Background: an optimization exercise with open tools, aiming at small area and a short achievable clock period. Do not read the settings as production practice. For this run, only the layout was checked, not whether the RTL still works.

File: flow/flow/run.sh
#!/bin/bash
# Standard ORFS layout (standard.sh) with small port buffers and a tighter
# setup-repair target; make's full output goes to make_finish.log.
set -euo pipefail
bash standard.sh SETUP_SLACK_MARGIN=10 "BUFFER_PORTS_ARGS=-buffer_cell sky130_fd_sc_hd__buf_1" finish > make_finish.log 2>&1
File: flow/standard.sh
#!/bin/bash
# synth_recipe.tcl (not shown) runs the flow's synth.tcl, then flattens the netlist and writes it again
# the make line also repeats each setting of config.mk as NAME=value (left out here)
make -C /OpenROAD-flow-scripts/flow DESIGN_CONFIG=/design/flow/config.mk WORK_HOME=/design/flow/orfs CLKGATE_MAP_FILE= SYNTH_SCRIPT=/design/flow/synth_recipe.tcl "${@:-finish}"
File: flow/config.mk
export PLATFORM = sky130hd
export DESIGN_NAME = tdma_mac_dp
export DESIGN_NICKNAME = tdma_mac_dp
export VERILOG_FILES = /design/flow/design.v
export SDC_FILE = /design/flow/constraint.sdc
export NUM_CORES = 4
export LEC_CHECK = 0
export ABC_AREA = 1
export CAP_MARGIN = 20
export CORE_MARGIN = 2
export CORE_UTILIZATION = 35
export CTS_BUF_LIST = sky130_fd_sc_hd__clkbuf_4 sky130_fd_sc_hd__clkbuf_8
export CTS_CLUSTER_SIZE = 10
export PLACE_DENSITY = 0.8
export SLEW_MARGIN = 20
File: flow/constraint.sdc
create_clock -name core_clock -period 20.0 [get_ports {clk}]
set_input_delay 4.0000 -clock core_clock [delete_from_list [all_inputs] [get_ports {clk}]]
set_output_delay 4.0000 -clock core_clock [all_outputs]
set_load 0.01 [all_outputs]
File: flow/design.v
module tdma_mac_dp (
    input  wire        clk,
    input  wire        rst,             
    input  wire        cap_valid,       
    input  wire [15:0] cap_value,
    input  wire        upd_valid,       
    input  wire        active_pll,      
    input  wire        period_wr,       
    input  wire [15:0] period_wr_value,
    input  wire [1:0]  ring_idx,        
    output wire [15:0] ring_word,
    output reg  [15:0] period,
    output wire [15:0] last_beacon_time,
    output wire [2:0]  ring_count,
    output reg  [1:0]  ring_cursor,
    input  wire        slot_wr,         
    input  wire [1:0]  slot_wr_idx,
    input  wire [7:0]  slot_wr_data,
    input  wire [7:0]  num_clients,
    input  wire [15:0] short_addr,
    input  wire [7:0]  local_in,
    input  wire        build_beacon,    
    input  wire        build_response,  
    input  wire        upload,          
    input  wire [4:0]  stage_idx,       
    output wire [7:0]  stage_byte,
    output wire [7:0]  tx_len,
    output wire [7:0]  seq_no
);
    reg [15:0] s0, s1, s2, s3;    
    reg        full;              
    assign last_beacon_time = s0;
    assign ring_count       = {full, ring_cursor & {2{~full}}};
    tdma_ring_rd u_ring_rd (
        .idx(ring_idx), .cursor(ring_cursor),
        .s0(s0), .s1(s1), .s2(s2), .s3(s3), .word(ring_word)
    );
    always @(posedge clk) begin
        if (cap_valid) begin
            s1 <= s0;
            s2 <= s1;
            s3 <= s2;
        end
    end
    always @(posedge clk) begin
        if (rst) begin
            s0          <= 16'd0;
            ring_cursor <= 2'd0;
            full        <= 1'b0;
        end else if (cap_valid) begin
            s0          <= cap_value;
            ring_cursor <= ring_cursor + 2'd1;
            if (ring_cursor == 2'd3)
                full <= 1'b1;
        end
    end
    wire [15:0] d;
    wire [15:0] ema_period;
    tdma_ema u_ema (.p(period), .s0(s0), .s1(s1), .d(d), .ema(ema_period));
    always @(posedge clk) begin
        if (rst)
            period <= 16'd0;
        else if (period_wr)
            period <= period_wr_value;
        else if (upd_valid && (full || ring_cursor[1]))
            period <= active_pll ? {2'b00, d[15:2]} : ema_period;
    end
    reg [7:0]  slot0, slot1, slot2;
    reg [7:0]  st_s0, st_s1, st_s2;    
    reg [15:0] st_sa;                  
    reg [15:0] st_per;                 
    reg [7:0]  st_z;                   
    reg        len_nz;                 
    reg        len_b;                  
    reg [7:0]  seq_last;               
    assign tx_len = {3'b000, len_nz, len_b, 2'b00, len_b};
    assign seq_no = seq_last + 8'd1;
    always @(posedge clk) begin
        if (rst) begin
            slot0 <= 8'd0;
            slot1 <= 8'd0;
            slot2 <= 8'd0;
        end else if (slot_wr) begin
            if (slot_wr_idx == 2'd0) slot0 <= slot_wr_data;
            if (slot_wr_idx == 2'd1) slot1 <= slot_wr_data;
            if (slot_wr_idx == 2'd2) slot2 <= slot_wr_data;
        end
    end
    always @(posedge clk) begin
        if (build_beacon) begin
            st_s0  <= slot0;
            st_s1  <= slot1;
            st_s2  <= slot2;
            st_per <= period;
        end
        if (build_beacon || build_response) begin
            st_sa <= short_addr;
            st_z  <= build_beacon ? num_clients : local_in;
        end
    end
    always @(posedge clk) begin
        if (rst) begin
            len_nz   <= 1'b0;
            len_b    <= 1'b0;
            seq_last <= 8'hFF;
        end else if (build_beacon || build_response) begin
            len_nz   <= 1'b1;
            len_b    <= build_beacon;
            seq_last <= seq_no;
        end else if (upload) begin
            len_nz   <= 1'b0;
            len_b    <= 1'b0;
        end
    end
    tdma_stage_rd u_stage_rd (
        .idx(stage_idx), .bcn(len_b), .seq(seq_last), .sa(st_sa),
        .per(st_per), .z(st_z), .sl0(st_s0), .sl1(st_s1), .sl2(st_s2),
        .byte_o(stage_byte)
    );
endmodule
module tdma_ring_rd (
    input  wire [1:0]  idx,
    input  wire [1:0]  cursor,
    input  wire [15:0] s0,
    input  wire [15:0] s1,
    input  wire [15:0] s2,
    input  wire [15:0] s3,
    output wire [15:0] word
);
    wire [1:0] t0 = cursor - 2'd1, t1 = cursor - 2'd2, t2 = cursor - 2'd3;
    wire h0 = (idx == t0), h1 = (idx == t1), h2 = (idx == t2), h3 = (idx == cursor);
    assign word = ({16{h0}} & s0) | ({16{h1}} & s1) |
                  ({16{h2}} & s2) | ({16{h3}} & s3);
endmodule
module tdma_stage_rd (
    input  wire [4:0]  idx,
    input  wire        bcn,
    input  wire [7:0]  seq,
    input  wire [15:0] sa,
    input  wire [15:0] per,
    input  wire [7:0]  z,
    input  wire [7:0]  sl0,
    input  wire [7:0]  sl1,
    input  wire [7:0]  sl2,
    output wire [7:0]  byte_o
);
    wire [31:0] sel = 32'd1 << idx;
    wire rsp = ~bcn;
    wire s_sa_lo = (sel[5] & bcn) | (sel[7] & rsp);
    wire s_sa_hi = (sel[6] & bcn) | (sel[8] & rsp);
    wire s_z     = (sel[9] & bcn) | (sel[10] & rsp);
    assign byte_o = ({8{sel[0] & rsp}}  & 8'h41) |
                    ({8{sel[1]}}        & (bcn ? 8'h80 : 8'h88)) |
                    ({8{sel[2]}}        & seq) |
                    ({8{sel[3]}}        & 8'hEF) |
                    ({8{sel[4]}}        & 8'hBE) |
                    ({8{sel[5] & rsp}}  & 8'h01) |
                    ({8{sel[9] & rsp}}  & 8'h04) |
                    ({8{s_sa_lo}}       & sa[7:0]) |
                    ({8{s_sa_hi}}       & sa[15:8]) |
                    ({8{sel[7] & bcn}}  & per[7:0]) |
                    ({8{sel[8] & bcn}}  & per[15:8]) |
                    ({8{s_z}}           & z) |
                    ({8{sel[11] & bcn}} & sl0) |
                    ({8{sel[15] & bcn}} & sl1) |
                    ({8{sel[19]}}       & sl2);
endmodule
module tdma_ema (
    input  wire [15:0] p,
    input  wire [15:0] s0,
    input  wire [15:0] s1,
    output wire [15:0] d,
    output wire [15:0] ema
);
    function [31:0] bk;
        input [31:0] a;
        input [31:0] b;
        input        ci;
        reg   [31:0] g, pr, x;
        integer s, i;
        begin
            x  = a ^ b;
            g  = a & b;
            pr = x;
            g[0] = g[0] | (pr[0] & ci);
            for (s = 1; s < 32; s = s * 2)
                for (i = 2 * s - 1; i < 32; i = i + 2 * s) begin
                    g[i]  = g[i] | (pr[i] & g[i - s]);
                    pr[i] = pr[i] & pr[i - s];
                end
            for (s = 8; s >= 1; s = s / 2)
                for (i = 3 * s - 1; i < 32; i = i + 2 * s) begin
                    g[i]  = g[i] | (pr[i] & g[i - s]);
                    pr[i] = pr[i] & pr[i - s];
                end
            bk = x ^ {g[30:0], ci};
        end
    endfunction
    function [63:0] csa;
        input [31:0] a;
        input [31:0] b;
        input [31:0] c;
        begin
            csa[31:0]  = a ^ b ^ c;
            csa[63:32] = {(a[30:0] & b[30:0]) | (a[30:0] & c[30:0]) | (b[30:0] & c[30:0]), 1'b0};
        end
    endfunction
    function [15:0] div5;
        input [18:0] w;
        reg   [2:0]  r;
        reg          b;
        integer i;
        begin
            r = w[18:16];
            for (i = 15; i >= 0; i = i - 1) begin
                b = w[i];
                div5[i] = r[2] | (r[1] & (r[0] | b));
                r = {(r[1] & ~r[0] & ~b) | (r[2] & b),
                     (~r[1] & r[0]) | (r[1] & r[0] & b) | (r[2] & ~b),
                     (~r[1] & ~r[2] & b) | (r[1] & r[0] & ~b) | (r[2] & ~b)};
            end
        end
    endfunction
    wire [31:0] d32 = bk({16'd0, s0}, {16'd0, ~s1}, 1'b1);
    wire [63:0] c1  = csa({16'd0, p}, {15'd0, p, 1'b0}, {12'd0, p, 4'd0});
    wire [63:0] c2  = csa(c1[31:0], c1[63:32], {16'd0, d32[15:0]});
    wire [31:0] x   = bk(c2[31:0], c2[63:32], 1'b0);
    assign d   = d32[15:0];
    assign ema = div5(x[20:2]);
endmodule
==> results_dict.tcl <==
set metrics [dict create \
    outcome "timing/DRC/antenna clean" \
    worst_pin_slew_ns 0.7954 \
    seqCellArea_um2 4746 \
    start_util_pct 35.47 \
    crit_start "stage_idx[4]" \
    final_nets 1504 \
    floorplan.die_area_um2 31440 \
    fmax_mhz 102.4 \
    antenna_found_initial 1 \
    slew_violations 0 \
    hp-start "slot0[3]" \
    grt_pass1_wl_um 44850 \
    cp-start-kind "primary input" \
    hpwl_um 21930 \
    hold_viol_final 0 \
    cts_hold_buf 0 \
    max_slew_margin_pct 46.56 \
    setup-violations-final 0 \
    worstSetupPathType "in -> out" \
    maxCapViolCount 0 \
    synth_seq_cells 181 \
    cp_data_required_time_ns 16.00 \
    final_core_util_pct 41.11 \
    cts_tree "yes" \
    arrival_ns 5.77 \
    syn_area_per_cell_um2 9.016 \
    viasPerCell 5.154 \
    yosysSeqAreaShare_pct 45.13 \
    synthCells 1166 \
    cp_max_fo 8 \
    grt_overflow 0 \
    numCtsBuffers 17 \
    clk-insertion-delay-late_ns 0.47 \
    wl_met1_um 11830 \
    grt_setup_unrepaired "yes" \
    clk_pin_slew_ns 0.10 \
    fin_crit_sh_pct 48.83 \
    dr_wl_met2_um 14240 \
    top_layer "met4" \
    synth_cell_types 46 \
    portBuffers 162 \
    core_area_um2 29640 \
    grt_max_degree 66 \
    cts_max_level 4 \
    synthArstFlopShare_pct 0 \
    cts_root_buffer "clkbuf_8" \
    syn_area_um2 10510 \
    crit_path_end_kind "primary output" \
    fin_crit_ns 9.767 \
    die-width_um 177.3 \
    area_delta_synth_final_pct 15.91 \
    r2r-start "s0[0]" \
    drtAntennaViolNets 0 \
    wl_met3_um 2208 \
    fillers 2932 \
    grtUsageTotal_pct 18.44 \
    clockBufferDepth 2 \
    skew_ns 0.01571 \
    hold_class "reg -> reg" \
    clock-sinks 181 \
    finalSetupTns_ns 0 \
    place.gp.congestion 0.9169 \
    multi_input_area_um2 5260 \
    vias 8942 \
    ys.flop_type "edfxtp_1" \
    ys.warnings.count 2 \
    synth_edf_count 112 \
    ios 168 \
    wire_per_inst_um 16.77 \
    route.detailed.drc 0 \
    dr.pass1.iters 5 \
    grt_pass1_vias 8509 \
    dieHeight_um 177.3 \
    num_rows 63 \
    wirelength_um 29100 \
    drive_above_1_share_pct 11.83 \
    initialDrtViolationCount 758 \
]
## layer usage
metal  up-vias  GRT usage, %
met3        62         3.985
met1      4244         22.93
met5         -             0
met2       403         31.63
met4         0         6.387
li1       4233             -
## Yosys cell counts, types with 10 or more instances
master / instances / area [um2]
fa_1: 43 / 860.8
a221oi_1: 10 / 87.58
dfxtp_1: 69 / 1381
inv_1: 138 / 518.0
a21oi_1: 75 / 375.4
nand2_2: 36 / 225.2
ha_1: 39 / 488.0
edfxtp_1: 112 / 3363
nor2_1: 118 / 442.9
xnor2_1: 16 / 140.1
o211ai_1: 11 / 82.58
nand2_1: 235 / 882.1
clkbuf_1: 22 / 82.58
o2111ai_1: 16 / 140.1
o21ai_0: 73 / 365.4
nand4_1: 18 / 112.6
nand3_1: 44 / 220.2
## kinds of logic after synthesis
kind of cell             share of synthesized area, %
AO/OA/AOI/OAI                                   12.54
XOR/XNOR                                        2.345
adder cells (fa/ha/maj)                         12.83
buffers and inverters                           6.570
flip-flops                                      45.13
other                                         0.03567
AND/OR/NAND/NOR                                 20.54
## cell usage in the layout (no fill, tap or decap), types with 6 or more instances in the layout
cell type | netlist | final
nand3_2 | 9 | 14
ha_1 | 39 | 38
nor2_2 | 3 | 8
xor2_1 | 9 | 8
nand3_1 | 44 | 39
a221oi_1 | 10 | 10
o211ai_1 | 11 | 11
buf_1 | 2 | 160
o21ai_0 | 73 | 72
nor2_1 | 118 | 113
xnor2_1 | 16 | 14
nand4_1 | 18 | 18
nand2_4 | 7 | 7
o2111ai_1 | 16 | 16
nand2_2 | 36 | 50
a31oi_1 | 7 | 6
edfxtp_1 | 112 | 112
nand2_1 | 235 | 221
a21oi_1 | 75 | 72
clkbuf_8 | 0 | 17
inv_1 | 138 | 138
buf_4 | 9 | 13
fa_1 | 43 | 39
dfxtp_1 | 69 | 68
## repair_timing
item,CTS,global route
resized for setup,0,45
setup endpoints to repair,0,7
buffers inserted,0,4
## worst max-delay path, stage by stage
cell	delay, ns
buf_1	0.14
nor2_1	0.09
inv_1	0.13
nor2_1	0.09
inv_1	0.07
nor2_1	0.06
o21ai_0	0.15
inv_1	0.16
nand2_1	0.09
nand4_1	0.09
a221oi_1	0.35
nand4_1	0.17
buf_1	0.16
## worst paths after layout
path | end | slack, ns | depth (start not counted)
worst max-delay path | stage_byte[2] | 10.23 | 13
worst min-delay path | st_s0[3] | 0.43 | 0
worst max register to register | period[0] | 10.67 | 73
worst min register to register | st_s0[3] | 0.43 | 0
## layout make-up
type	instances	area share (%)
repair buffers	175	5.812
clock buffers	17	1.920
well taps	390	4.005
clock inverters	15	1.756
inverters	142	4.374
diodes	1	0.02054
flip-flops and latches	181	38.95
multi-input cells	814	43.17
## metrics by stage
step | hold slack [ns] | area [um2] | setup WS [ns] | instances
after detailed placement | 0.4155 | 11540 | 10.13 | 1698
after CTS | 0.4333 | 11980 | 10.04 | 1730
after floorplan | 0.4030 | 10530 | 10.82 | 1170
after global routing | 0.4472 | 12190 | 9.872 | 1735
final | 0.4311 | 12190 | 10.23 | 1735
after global placement | 0.4133 | 11540 | 10.19 | 1698
## state kept, by name, indices dropped and copies added, names as in the netlist, 2 cells and up
name	count
seq_last	8
st_sa	16
s0	16
s3	16
st_z	8
st_s0	8
st_per	16
slot0	8
slot1	8
st_s1	8
st_s2	8
slot2	8
s2	16
s1	16
ring_cursor	2
period	16

-- afterwards: timing with drivers on the ports --
The flow's constraints put no driver on any port. The routed layout listed below was extracted and timed again, unchanged, in two steps. Step 1 sets driving cells, clkbuf_16 on the clock port and buf_2 on the other inputs (assumed; they add their load-dependent delay and slew). Step 2 adds t to the input delays and takes it off the output delays; t is the mean of the earliest and latest rising clock arrival at the registers after step 1. Input paths then give back, and output paths get back, about the clock's delay inside the block. Three values: ideal, step 1, step 2; two values: the first two.
t, ns: 0.506
setup WS [ns]: 10.233 / 10.204 / 10.204
worst hold slack (ns): 0.431 / 0.431 / 0.431
latest minus earliest clock arrival (ns): 0.016 / 0.017
After both steps setup and hold are still met in this run. The setup slack of this run moves by -0.029 ns with the drivers and by -0.029 ns with both steps.
